Context: an optimization exercise on an open-source flow, tuned for a short achievable clock period and few clock cycles. The choices shown serve that exercise and are no tape-out recipe. Where RTL was checked, it was by simulation tests only, not by an equivalence proof against the original.

==> inputs of run R <==
Design xca, start of the top module:
module xca (
  input  wire        clk,
  input  wire        rst,           
  output wire        ready,
  input  wire        csr_we,
  input  wire [3:0]  csr_addr,
  input  wire [15:0] csr_wdata,
  output reg         fb_re,
  output reg  [11:0] fb_addr,
  input  wire [7:0]  fb_rdata,
  output reg         rt_we,
  output reg  [6:0]  rt_idx,
  output reg  [58:0] rt_wdata,
  output wire [2:0]  status,
  output reg  [3:0]  err,
  output reg  [15:0] infoa,
  output reg  [15:0] infob,
  output reg  [11:0] len,
  output reg  [7:0]  acc,
  output reg  [11:0] plen,
  output reg  [1:0]  ttype,
  output wire [15:0] comp,
  output reg  [11:0] cmdlen,
  output reg  [6:0]  count
);
clock: 6.5 ns
lec_check: 0
abc_clock_period_in_ps: 2300
cap_margin: 20
core_margin: 2
core_utilization: 60
cts_cluster_diameter: 60
cts_cluster_size: 22
setup_slack_margin: 4.2
slew_margin: 20
run.sh (not shown) runs the stock make flow with config.mk's settings and CLKGATE_MAP_FILE= SYNTH_SCRIPT=/design/flow/synth_recipe.tcl, a recipe that flattens the netlist after the stock synthesis.
==> run K (differences from run R) <==
- CTS_CLUSTER_DIAMETER: 60 -> 80
- CTS_CLUSTER_SIZE: 22 -> 30
==> flow_metrics.env <==
export IMPL_ant_nets=1
export IMPL_outcome="complete, but fails checks"
export IMPL_r2r_end="e4[8]"
export IMPL_diodes=15
export IMPL_seq_cell_share_pct=55.7
export IMPL_crit_chain="buf_12 -> fa_1 -> inv_2 -> fa_1 -> inv_2 -> ha_4 -> a21o_1 -> a21oi_4 -> buf_6 -> xnor2_4 -> nand3b_1 -> xnor2_1"
export IMPL_so_faults="antenna violations"
export IMPL_stdcell_count=23524
-- figures above: run R

==> flow_metrics.env <==
export IMPL_outcome="timing/DRC/antenna clean"
export IMPL_crit_chain="buf_12 -> fa_1 -> inv_2 -> fa_1 -> inv_2 -> ha_4 -> a21o_1 -> a21oi_4 -> buf_6 -> xnor2_4 -> nand4_1 -> xnor2_1"
export IMPL_clk_latency_ns=0.97
export IMPL_r2r_setup_slack_ns=3.35
export IMPL_clock_skew_ns=0.0327
export IMPL_diodes=6
export IMPL_r2r_end="e4[7]"
export IMPL_ant_nets=0
export IMPL_seq_cell_share_pct=57.5
export IMPL_cts_resized=3037
export IMPL_worstSetupStartpointType="flop"
export IMPL_stdcell_count=22937
-- figures above: run K

No run of this note included a check of the RTL's function; only the layout flow was run.


==> build 96 <==
xca, a different RTL version from the one above (not shown whole).
clock: 6.5 ns
lec_check: 0
abc_clock_period_in_ps: 2300
cap_margin: 20
core_margin: 2
core_utilization: 60
cts_cluster_diameter: 80
cts_cluster_size: 30
setup_slack_margin: 4.2
slew_margin: 20
==> trial 46: changes against build 96 <==
--- a/flow/design.v
+++ b/flow/design.v
@@ -89,42 +89,46 @@
   assign comp   = {comp_p, 5'd0, comp_val};
   wire [3:0]  w_op   = csr_wdata[15:12];
   wire [11:0] w_arg  = csr_wdata[11:0];
   wire        arg_nz = |w_arg;
   wire        wr     = csr_we & ready_r;
   wire        wr_cmd = wr & (csr_addr == 4'h0);
-  wire        len_lt4 = ~|len[11:2];
+  reg  [11:0] len_n;        
+  wire [11:0] leni    = ~len_n;
+  wire        len_lt4 = ~|leni[11:2];
   wire c_aclr  = wr_cmd & (w_op == 4'h1) & ~arg_nz;
   wire c_axb   = wr_cmd & (w_op == 4'h2);
   wire c_csum  = wr_cmd & (w_op == 4'h3);
   wire c_frame = wr_cmd & ((w_op == 4'h4) | (w_op == 4'h5)) & ~arg_nz;
-  wire c_ill   = wr_cmd & ~(((w_op == 4'h0) | (w_op == 4'h1) | (w_op == 4'h4) | (w_op == 4'h5)) & ~arg_nz)
-                        & (w_op != 4'h2) & (w_op != 4'h3);
-  wire c_short = c_frame & len_lt4;
   wire c_sweep = c_axb | (c_csum & arg_nz) | (c_frame & ~len_lt4);
+  wire c_stall = wr_cmd & ~(~arg_nz & ((w_op == 4'h0) | (w_op == 4'h1) | (w_op == 4'h3)));
+  reg         slow;         
+  reg  [15:0] wq;           
   reg  [11:0] p_r;          
   reg  [11:0] pm5_r;        
+  reg  [11:0] lm3;          
   reg         p_lt2, p_eq2, p_eq5, p_lt6, p_lt4;
   always @(posedge clk) begin
-    p_r   <= len - 12'd4;
-    pm5_r <= len - 12'd9;
-    p_lt2 <= (len < 12'd6);
-    p_eq2 <= (len == 12'd6);
-    p_eq5 <= (len == 12'd9);
-    p_lt6 <= (len < 12'd10);
-    p_lt4 <= (len < 12'd8);
+    p_r   <= leni - 12'd4;
+    pm5_r <= leni - 12'd9;
+    lm3   <= leni - 12'd3;
+    p_lt2 <= (leni < 12'd6);
+    p_eq2 <= (leni == 12'd6);
+    p_eq5 <= (leni == 12'd9);
+    p_lt6 <= (leni < 12'd10);
+    p_lt4 <= (leni < 12'd8);
   end
   reg         m_frame, m_dec, m_axb;
   reg         m_single;     
   reg  [11:0] ap1;          
   reg  [11:0] rend;         
   reg  [11:0] lm1, lm2;     
   wire        is_last = m_single | (ap1 == rend);
   always @(posedge clk) begin
-    lm1 <= len - 12'd1;
-    lm2 <= len - 12'd2;
+    lm1 <= leni - 12'd1;
+    lm2 <= leni - 12'd2;
   end
   reg         v1, last1, etx1, trh1;
   reg  [11:0] a1;
   wire        v2 = v1, last2 = last1, etx2 = etx1, trh2 = trh1;
   wire [11:0] a2 = a1;
   wire [7:0]  d2 = fb_rdata;
@@ -148,12 +152,15 @@
   reg  [7:0]  csum;
   reg  [7:0]  stx_b, etx_b, th, tl, t1, t2, d3b, d4b, d5b;
   reg         stx_bad, etx_bad, th_ok, tl_ok, geq;
   reg  [3:0]  thv;
   reg         bad3, bad4, bad5;
   reg         berr;
+  reg         bad_q;
+  reg  [7:0]  bb_q;
+  reg  [11:0] bi_q;
   reg  [7:0]  berr_b;
   reg  [11:0] berr_i;
   reg         fin;
   reg  [3:0]  rc0, rc1, rc2, rv0, rv1, rv2, rv3, re0, re1, rs0, rs1, rs2;
   reg         rvs, res;
   reg  [7:0]  rops, rers;
@@ -207,12 +214,13 @@
   end
   wire [58:0] entry = {qs, rers, rops, qe, res, qva + {6'd0, qvb}, rvs, qc};
   localparam integer SD = 99;
   reg  [SD*59-1:0] stk;
   reg         pop_en;
   reg         shift_dn;     
+  reg         wr_last;      
   reg  [6:0]  pop_idx;
   wire        fc_early = stx_bad | etx_bad;
   wire        fc_fail  = fc_early | ~(th_ok & tl_ok) | ~geq;
   wire        pop_go   = pop_en | (fin & m_dec & dz_pop & ~fc_fail);
   wire [6:0]  pop_cur  = pop_en ? pop_idx : nm1;
   always @(posedge clk) begin
@@ -301,14 +309,14 @@
     last1 <= is_last;
     etx1  <= m_frame & (ap1 == lm2);
     trh1  <= m_frame & (ap1 == lm1);
     a1    <= fb_addr;
     fin   <= 1'b0;
     rt_we <= 1'b0;
+    fb_addr <= ready_r ? ((w_op == 4'h2) ? w_arg : 12'd0) : ap1;
     if (fb_re) begin
-      fb_addr <= ap1;
       ap1     <= inc12(ap1);
       if (is_last | stx_abort) fb_re <= 1'b0;
     end
     if (v2) begin
       pos <= {pos[34:6], pos[35] | pos[5], pos[4:0], 1'b0};
       if (m_frame) begin
@@ -323,33 +331,36 @@
         if (trh2) begin th <= d2; th_ok <= is_hexu; thv <= hv; end
         if (last2) begin
           tl    <= d2;
           tl_ok <= is_hexu;
           geq   <= ({thv, hv} == csum);
         end
-        if (blk_bad & ~berr) begin berr <= 1'b1; berr_b <= d2; berr_i <= a2; end
         if (last2 | stx_abort) fin <= 1'b1;
       end else begin
         csum <= csum ^ d2;
         if (last2) begin
           acc     <= m_axb ? (acc ^ d2) : (csum ^ d2);
           ready_r <= 1'b1;
         end
       end
     end
+    bad_q <= blk_bad;
+    bb_q  <= d2;
+    bi_q  <= a2;
+    if (bad_q & ~berr) begin berr <= 1'b1; berr_b <= bb_q; berr_i <= bi_q; end
     if (fin) begin
       if (!fc_early) acc <= csum;
       gotv <= ~fc_early & th_ok & tl_ok;
       plen <= fc_fail ? 12'd0 : p_r;
       if (fc_fail | ~m_dec) begin
         htype <= 2'd0;
         infob <= 16'd0;
         if (stx_bad) begin
           err <= E_NOSTX; infoa <= {8'd0, stx_b};
         end else if (etx_bad) begin
-          err <= E_NOETX; infoa <= {8'd0, etx_b}; infob <= {4'd0, len - 12'd3};
+          err <= E_NOETX; infoa <= {8'd0, etx_b}; infob <= {4'd0, lm3};
         end else if (!(th_ok & tl_ok)) begin
           err <= E_CSUM; infoa <= {th, tl}; infob <= {8'd0, csum};
         end else if (!geq) begin
           err <= E_CSUM; infoa <= {8'd0, thv, tl[6] ? (tl[3:0] + 4'd9) : tl[3:0]}; infob <= {8'd0, csum};
         end else begin
           err <= E_OK; infoa <= 16'd0;
@@ -371,68 +382,80 @@
         if (!dz_pop) ready_r <= 1'b1;
       end
     end
     rt_idx   <= pop_cur;
     rt_wdata <= shift_dn ? stk[117:59] : stk[58:0];
     shift_dn <= pop_go;
+    wr_last  <= pop_go & (pop_cur == 7'd0);
     if (pop_go) begin
       rt_we    <= 1'b1;
       pop_idx  <= pop_cur - 7'd1;
       pop_en   <= (pop_cur != 7'd0);
     end
-    if (rt_we & ~pop_en) ready_r <= 1'b1;
+    if (wr_last) ready_r <= 1'b1;
+    if (slow) begin
+      slow    <= 1'b0;
+      ready_r <= 1'b1;
+      gotv    <= 1'b0;
+      htype   <= 2'd0;
+      infob   <= 16'd0;
+      if (((wq[15:12] == 4'h4) | (wq[15:12] == 4'h5)) & ~|wq[11:0]) begin
+        err   <= E_SHORT;
+        infoa <= {4'd0, leni};
+        plen  <= 12'd0;
+        if (wq[12]) begin
+          ttype <= 2'd0; comp_p <= 1'b0; comp_val <= 10'd0; cmdlen <= 12'd0; count <= 7'd0;
+        end
+      end else begin
+        err   <= E_ILLEGAL;
+        infoa <= wq;
+      end
+    end
+    if (ready_r) begin
+      wq       <= csr_wdata;
+      ap1      <= 12'd1;
+      rend     <= (w_op == 4'h3) ? w_arg : leni;
+      m_frame  <= (w_op == 4'h4) | (w_op == 4'h5);
+      m_dec    <= w_op[0];
+      m_axb    <= (w_op == 4'h2);
+      m_single <= (w_op == 4'h2);
+      csum     <= 8'd0;
+      pos      <= 36'd1;
+      etx_seen <= 1'b0;
+      berr     <= 1'b0;
+    end
     if (wr) begin
       case (csr_addr)
-        4'h5: len <= csr_wdata[11:0];
+        4'h5: begin len <= csr_wdata[11:0]; len_n <= ~csr_wdata[11:0]; end
         4'h8: ttype <= csr_wdata[1:0];
         4'h9: begin comp_p <= csr_wdata[15]; comp_val <= csr_wdata[9:0]; end
         4'hA: cmdlen <= csr_wdata[11:0];
         4'hB: count <= csr_wdata[6:0];
         default: ;
       endcase
       if (c_aclr | (c_csum & ~arg_nz)) acc <= 8'd0;
-      if (c_ill) begin
-        err <= E_ILLEGAL; infoa <= csr_wdata; infob <= 16'd0; gotv <= 1'b0; htype <= 2'd0;
-      end
-      if (c_short) begin
-        err <= E_SHORT; infoa <= {4'd0, len}; infob <= 16'd0; gotv <= 1'b0; htype <= 2'd0;
-        plen <= 12'd0;
-        if (w_op[0]) begin
-          ttype <= 2'd0; comp_p <= 1'b0; comp_val <= 10'd0; cmdlen <= 12'd0; count <= 7'd0;
-        end
-      end
-      if (c_sweep) begin
-        ready_r  <= 1'b0;
-        fb_re    <= 1'b1;
-        fb_addr  <= c_axb ? w_arg : 12'd0;
-        ap1      <= 12'd1;
-        rend     <= c_csum ? w_arg : len;
-        m_single <= c_axb;
-        m_frame  <= c_frame;
-        m_dec    <= w_op[0];
-        m_axb    <= c_axb;
-        csum     <= 8'd0;
-        pos      <= 36'd1;
-        etx_seen <= 1'b0;
-        berr     <= 1'b0;
-      end
+      if (c_stall) ready_r <= 1'b0;
+      if (c_sweep) fb_re <= 1'b1;
+      if (c_stall & ~c_sweep) slow <= 1'b1;
     end
     if (rst) begin
       ready_r  <= 1'b1;
       fb_re    <= 1'b0;
       v1       <= 1'b0;
       fin      <= 1'b0;
+      slow     <= 1'b0;
       pop_en   <= 1'b0;
-      shift_dn <= 1'b0;
+      wr_last  <= 1'b0;
       rt_we    <= 1'b0;
       gotv     <= 1'b0;
       htype    <= 2'd0;
       err      <= 4'd0;
       infoa    <= 16'd0;
       infob    <= 16'd0;
       len      <= 12'd0;
+      len_n    <= 12'hFFF;
       acc      <= 8'd0;
       plen     <= 12'd0;
       ttype    <= 2'd0;
       comp_p   <= 1'b0;
       comp_val <= 10'd0;
       cmdlen   <= 12'd0;
Settings changed: CORE_UTILIZATION 60 to 68, PLACE_DENSITY from default to 0.74, SETUP_SLACK_MARGIN 4.2 to 4.4.
==> trial 97: changes against build 96 <==
--- a/flow/design.v
+++ b/flow/design.v
@@ -89,42 +89,46 @@
   assign comp   = {comp_p, 5'd0, comp_val};
   wire [3:0]  w_op   = csr_wdata[15:12];
   wire [11:0] w_arg  = csr_wdata[11:0];
   wire        arg_nz = |w_arg;
   wire        wr     = csr_we & ready_r;
   wire        wr_cmd = wr & (csr_addr == 4'h0);
-  wire        len_lt4 = ~|len[11:2];
+  reg  [11:0] len_n;        
+  wire [11:0] leni    = ~len_n;
+  wire        len_lt4 = ~|leni[11:2];
   wire c_aclr  = wr_cmd & (w_op == 4'h1) & ~arg_nz;
   wire c_axb   = wr_cmd & (w_op == 4'h2);
   wire c_csum  = wr_cmd & (w_op == 4'h3);
   wire c_frame = wr_cmd & ((w_op == 4'h4) | (w_op == 4'h5)) & ~arg_nz;
-  wire c_ill   = wr_cmd & ~(((w_op == 4'h0) | (w_op == 4'h1) | (w_op == 4'h4) | (w_op == 4'h5)) & ~arg_nz)
-                        & (w_op != 4'h2) & (w_op != 4'h3);
-  wire c_short = c_frame & len_lt4;
   wire c_sweep = c_axb | (c_csum & arg_nz) | (c_frame & ~len_lt4);
+  wire c_stall = wr_cmd & ~(~arg_nz & ((w_op == 4'h0) | (w_op == 4'h1) | (w_op == 4'h3)));
+  reg         slow;         
+  reg  [15:0] wq;           
   reg  [11:0] p_r;          
   reg  [11:0] pm5_r;        
+  reg  [11:0] lm3;          
   reg         p_lt2, p_eq2, p_eq5, p_lt6, p_lt4;
   always @(posedge clk) begin
-    p_r   <= len - 12'd4;
-    pm5_r <= len - 12'd9;
-    p_lt2 <= (len < 12'd6);
-    p_eq2 <= (len == 12'd6);
-    p_eq5 <= (len == 12'd9);
-    p_lt6 <= (len < 12'd10);
-    p_lt4 <= (len < 12'd8);
+    p_r   <= leni - 12'd4;
+    pm5_r <= leni - 12'd9;
+    lm3   <= leni - 12'd3;
+    p_lt2 <= (leni < 12'd6);
+    p_eq2 <= (leni == 12'd6);
+    p_eq5 <= (leni == 12'd9);
+    p_lt6 <= (leni < 12'd10);
+    p_lt4 <= (leni < 12'd8);
   end
   reg         m_frame, m_dec, m_axb;
   reg         m_single;     
   reg  [11:0] ap1;          
   reg  [11:0] rend;         
   reg  [11:0] lm1, lm2;     
   wire        is_last = m_single | (ap1 == rend);
   always @(posedge clk) begin
-    lm1 <= len - 12'd1;
-    lm2 <= len - 12'd2;
+    lm1 <= leni - 12'd1;
+    lm2 <= leni - 12'd2;
   end
   reg         v1, last1, etx1, trh1;
   reg  [11:0] a1;
   wire        v2 = v1, last2 = last1, etx2 = etx1, trh2 = trh1;
   wire [11:0] a2 = a1;
   wire [7:0]  d2 = fb_rdata;
@@ -148,12 +152,15 @@
   reg  [7:0]  csum;
   reg  [7:0]  stx_b, etx_b, th, tl, t1, t2, d3b, d4b, d5b;
   reg         stx_bad, etx_bad, th_ok, tl_ok, geq;
   reg  [3:0]  thv;
   reg         bad3, bad4, bad5;
   reg         berr;
+  reg         bad_q;
+  reg  [7:0]  bb_q;
+  reg  [11:0] bi_q;
   reg  [7:0]  berr_b;
   reg  [11:0] berr_i;
   reg         fin;
   reg  [3:0]  rc0, rc1, rc2, rv0, rv1, rv2, rv3, re0, re1, rs0, rs1, rs2;
   reg         rvs, res;
   reg  [7:0]  rops, rers;
@@ -207,12 +214,13 @@
   end
   wire [58:0] entry = {qs, rers, rops, qe, res, qva + {6'd0, qvb}, rvs, qc};
   localparam integer SD = 99;
   reg  [SD*59-1:0] stk;
   reg         pop_en;
   reg         shift_dn;     
+  reg         wr_last;      
   reg  [6:0]  pop_idx;
   wire        fc_early = stx_bad | etx_bad;
   wire        fc_fail  = fc_early | ~(th_ok & tl_ok) | ~geq;
   wire        pop_go   = pop_en | (fin & m_dec & dz_pop & ~fc_fail);
   wire [6:0]  pop_cur  = pop_en ? pop_idx : nm1;
   always @(posedge clk) begin
@@ -323,33 +331,36 @@
         if (trh2) begin th <= d2; th_ok <= is_hexu; thv <= hv; end
         if (last2) begin
           tl    <= d2;
           tl_ok <= is_hexu;
           geq   <= ({thv, hv} == csum);
         end
-        if (blk_bad & ~berr) begin berr <= 1'b1; berr_b <= d2; berr_i <= a2; end
         if (last2 | stx_abort) fin <= 1'b1;
       end else begin
         csum <= csum ^ d2;
         if (last2) begin
           acc     <= m_axb ? (acc ^ d2) : (csum ^ d2);
           ready_r <= 1'b1;
         end
       end
     end
+    bad_q <= blk_bad;
+    bb_q  <= d2;
+    bi_q  <= a2;
+    if (bad_q & ~berr) begin berr <= 1'b1; berr_b <= bb_q; berr_i <= bi_q; end
     if (fin) begin
       if (!fc_early) acc <= csum;
       gotv <= ~fc_early & th_ok & tl_ok;
       plen <= fc_fail ? 12'd0 : p_r;
       if (fc_fail | ~m_dec) begin
         htype <= 2'd0;
         infob <= 16'd0;
         if (stx_bad) begin
           err <= E_NOSTX; infoa <= {8'd0, stx_b};
         end else if (etx_bad) begin
-          err <= E_NOETX; infoa <= {8'd0, etx_b}; infob <= {4'd0, len - 12'd3};
+          err <= E_NOETX; infoa <= {8'd0, etx_b}; infob <= {4'd0, lm3};
         end else if (!(th_ok & tl_ok)) begin
           err <= E_CSUM; infoa <= {th, tl}; infob <= {8'd0, csum};
         end else if (!geq) begin
           err <= E_CSUM; infoa <= {8'd0, thv, tl[6] ? (tl[3:0] + 4'd9) : tl[3:0]}; infob <= {8'd0, csum};
         end else begin
           err <= E_OK; infoa <= 16'd0;
@@ -371,68 +382,82 @@
         if (!dz_pop) ready_r <= 1'b1;
       end
     end
     rt_idx   <= pop_cur;
     rt_wdata <= shift_dn ? stk[117:59] : stk[58:0];
     shift_dn <= pop_go;
+    wr_last  <= pop_go & (pop_cur == 7'd0);
     if (pop_go) begin
       rt_we    <= 1'b1;
       pop_idx  <= pop_cur - 7'd1;
       pop_en   <= (pop_cur != 7'd0);
     end
-    if (rt_we & ~pop_en) ready_r <= 1'b1;
+    if (wr_last) ready_r <= 1'b1;
+    if (slow) begin
+      slow    <= 1'b0;
+      ready_r <= 1'b1;
+      gotv    <= 1'b0;
+      htype   <= 2'd0;
+      infob   <= 16'd0;
+      if (((wq[15:12] == 4'h4) | (wq[15:12] == 4'h5)) & ~|wq[11:0]) begin
+        err   <= E_SHORT;
+        infoa <= {4'd0, leni};
+        plen  <= 12'd0;
+        if (wq[12]) begin
+          ttype <= 2'd0; comp_p <= 1'b0; comp_val <= 10'd0; cmdlen <= 12'd0; count <= 7'd0;
+        end
+      end else begin
+        err   <= E_ILLEGAL;
+        infoa <= wq;
+      end
+    end
+    if (ready_r) begin
+      wq       <= csr_wdata;
+      fb_addr  <= (w_op == 4'h2) ? w_arg : 12'd0;
+      ap1      <= 12'd1;
+      rend     <= (w_op == 4'h3) ? w_arg : leni;
+      m_frame  <= (w_op == 4'h4) | (w_op == 4'h5);
+      m_dec    <= w_op[0];
+      m_axb    <= (w_op == 4'h2);
+      m_single <= (w_op == 4'h2);
+      csum     <= 8'd0;
+      pos      <= 36'd1;
+      etx_seen <= 1'b0;
+      berr     <= 1'b0;
+    end
     if (wr) begin
       case (csr_addr)
-        4'h5: len <= csr_wdata[11:0];
+        4'h5: begin len <= csr_wdata[11:0]; len_n <= ~csr_wdata[11:0]; end
         4'h8: ttype <= csr_wdata[1:0];
         4'h9: begin comp_p <= csr_wdata[15]; comp_val <= csr_wdata[9:0]; end
         4'hA: cmdlen <= csr_wdata[11:0];
         4'hB: count <= csr_wdata[6:0];
         default: ;
       endcase
       if (c_aclr | (c_csum & ~arg_nz)) acc <= 8'd0;
-      if (c_ill) begin
-        err <= E_ILLEGAL; infoa <= csr_wdata; infob <= 16'd0; gotv <= 1'b0; htype <= 2'd0;
-      end
-      if (c_short) begin
-        err <= E_SHORT; infoa <= {4'd0, len}; infob <= 16'd0; gotv <= 1'b0; htype <= 2'd0;
-        plen <= 12'd0;
-        if (w_op[0]) begin
-          ttype <= 2'd0; comp_p <= 1'b0; comp_val <= 10'd0; cmdlen <= 12'd0; count <= 7'd0;
-        end
-      end
-      if (c_sweep) begin
-        ready_r  <= 1'b0;
-        fb_re    <= 1'b1;
-        fb_addr  <= c_axb ? w_arg : 12'd0;
-        ap1      <= 12'd1;
-        rend     <= c_csum ? w_arg : len;
-        m_single <= c_axb;
-        m_frame  <= c_frame;
-        m_dec    <= w_op[0];
-        m_axb    <= c_axb;
-        csum     <= 8'd0;
-        pos      <= 36'd1;
-        etx_seen <= 1'b0;
-        berr     <= 1'b0;
-      end
+      if (c_stall) ready_r <= 1'b0;
+      if (c_sweep) fb_re <= 1'b1;
+      if (c_stall & ~c_sweep) slow <= 1'b1;
     end
     if (rst) begin
       ready_r  <= 1'b1;
       fb_re    <= 1'b0;
       v1       <= 1'b0;
       fin      <= 1'b0;
+      slow     <= 1'b0;
       pop_en   <= 1'b0;
       shift_dn <= 1'b0;
+      wr_last  <= 1'b0;
       rt_we    <= 1'b0;
       gotv     <= 1'b0;
       htype    <= 2'd0;
       err      <= 4'd0;
       infoa    <= 16'd0;
       infob    <= 16'd0;
       len      <= 12'd0;
+      len_n    <= 12'hFFF;
       acc      <= 8'd0;
       plen     <= 12'd0;
       ttype    <= 2'd0;
       comp_p   <= 1'b0;
       comp_val <= 10'd0;
       cmdlen   <= 12'd0;
==> comparison table <==
metric	trial 46	trial 97	build 96
Critical path launch point	rt_wdata[23]	fb_addr[8]	shift_dn
Initial Utilization	0.682	0.602	0.601
Placement Cell Area	284,000 um2	285,000 um2	283,000 um2
GR Util met1	0.295	0.253	0.255
Post-synthesis cell type count	93	100	81
Crit Reg-Reg Startpoint	g5[2]	d5b[3]	th_ok
Peak Freq	0.354 GHz	0.346 GHz	0.351 GHz
First-pass DRT Iterations	5	6	7
Min-delay src	cv2	cv1	cv2
Global-route wire length before repair	727 mm	719 mm	723 mm
Status	finished clean	finished clean	finished clean
Yosys top cell area share	0.657	0.658	0.661
Non-clock buffer count	686	582	638
Ratio of final minimum period to clock period	0.435	0.445	0.438
Testbench counts of trial 46, summed over its fixed seeds: cycles 200,509.
Testbench counts of trial 97, summed over its fixed seeds: cycles 200,509.
For build 96, only the layout was checked, not whether the RTL still works.

[afterwards: timing with drivers on the ports]
No port has a modelled driver above. Below, the same layouts with a new extraction and two added sets of constraints.
Step 1, drivers: a clkbuf_16 drives clk and a buf_2 each remaining input, both assumed.
Step 2 times the ports against the registers' clock, not the clock port: input delays grow and output delays shrink by t, the midpoint of the rising clock arrivals with the driver on.
Slacks: no drivers / after step 1 / after step 2; pairs: no drivers / after step 1.
run	t, ns	setup WS [ns]	hold WS [ns]	worst slew at a driven data input, ns	cell pins on the clock port's net
run R	1.164	3.345 / 3.294 / 2.762	0.313 / 0.313 / 0.313	0.08	1
run K	1.067	3.346 / 3.346 / 3.029	0.333 / 0.333 / 0.333	0.08	1
build 96	1.040	3.654 / 3.545 / 2.742	0.331 / 0.331 / 0.331	0.14	1
trial 46	1.054	3.672 / 3.564 / 3.316	0.339 / 0.339 / 0.339	0.14	1
trial 97	1.048	3.607 / 3.492 / 3.208	0.338 / 0.338 / 0.338	0.06	1
The setup slack of build 96, which loses most, moves by -0.109 ns with the drivers and by -0.912 ns with both steps.
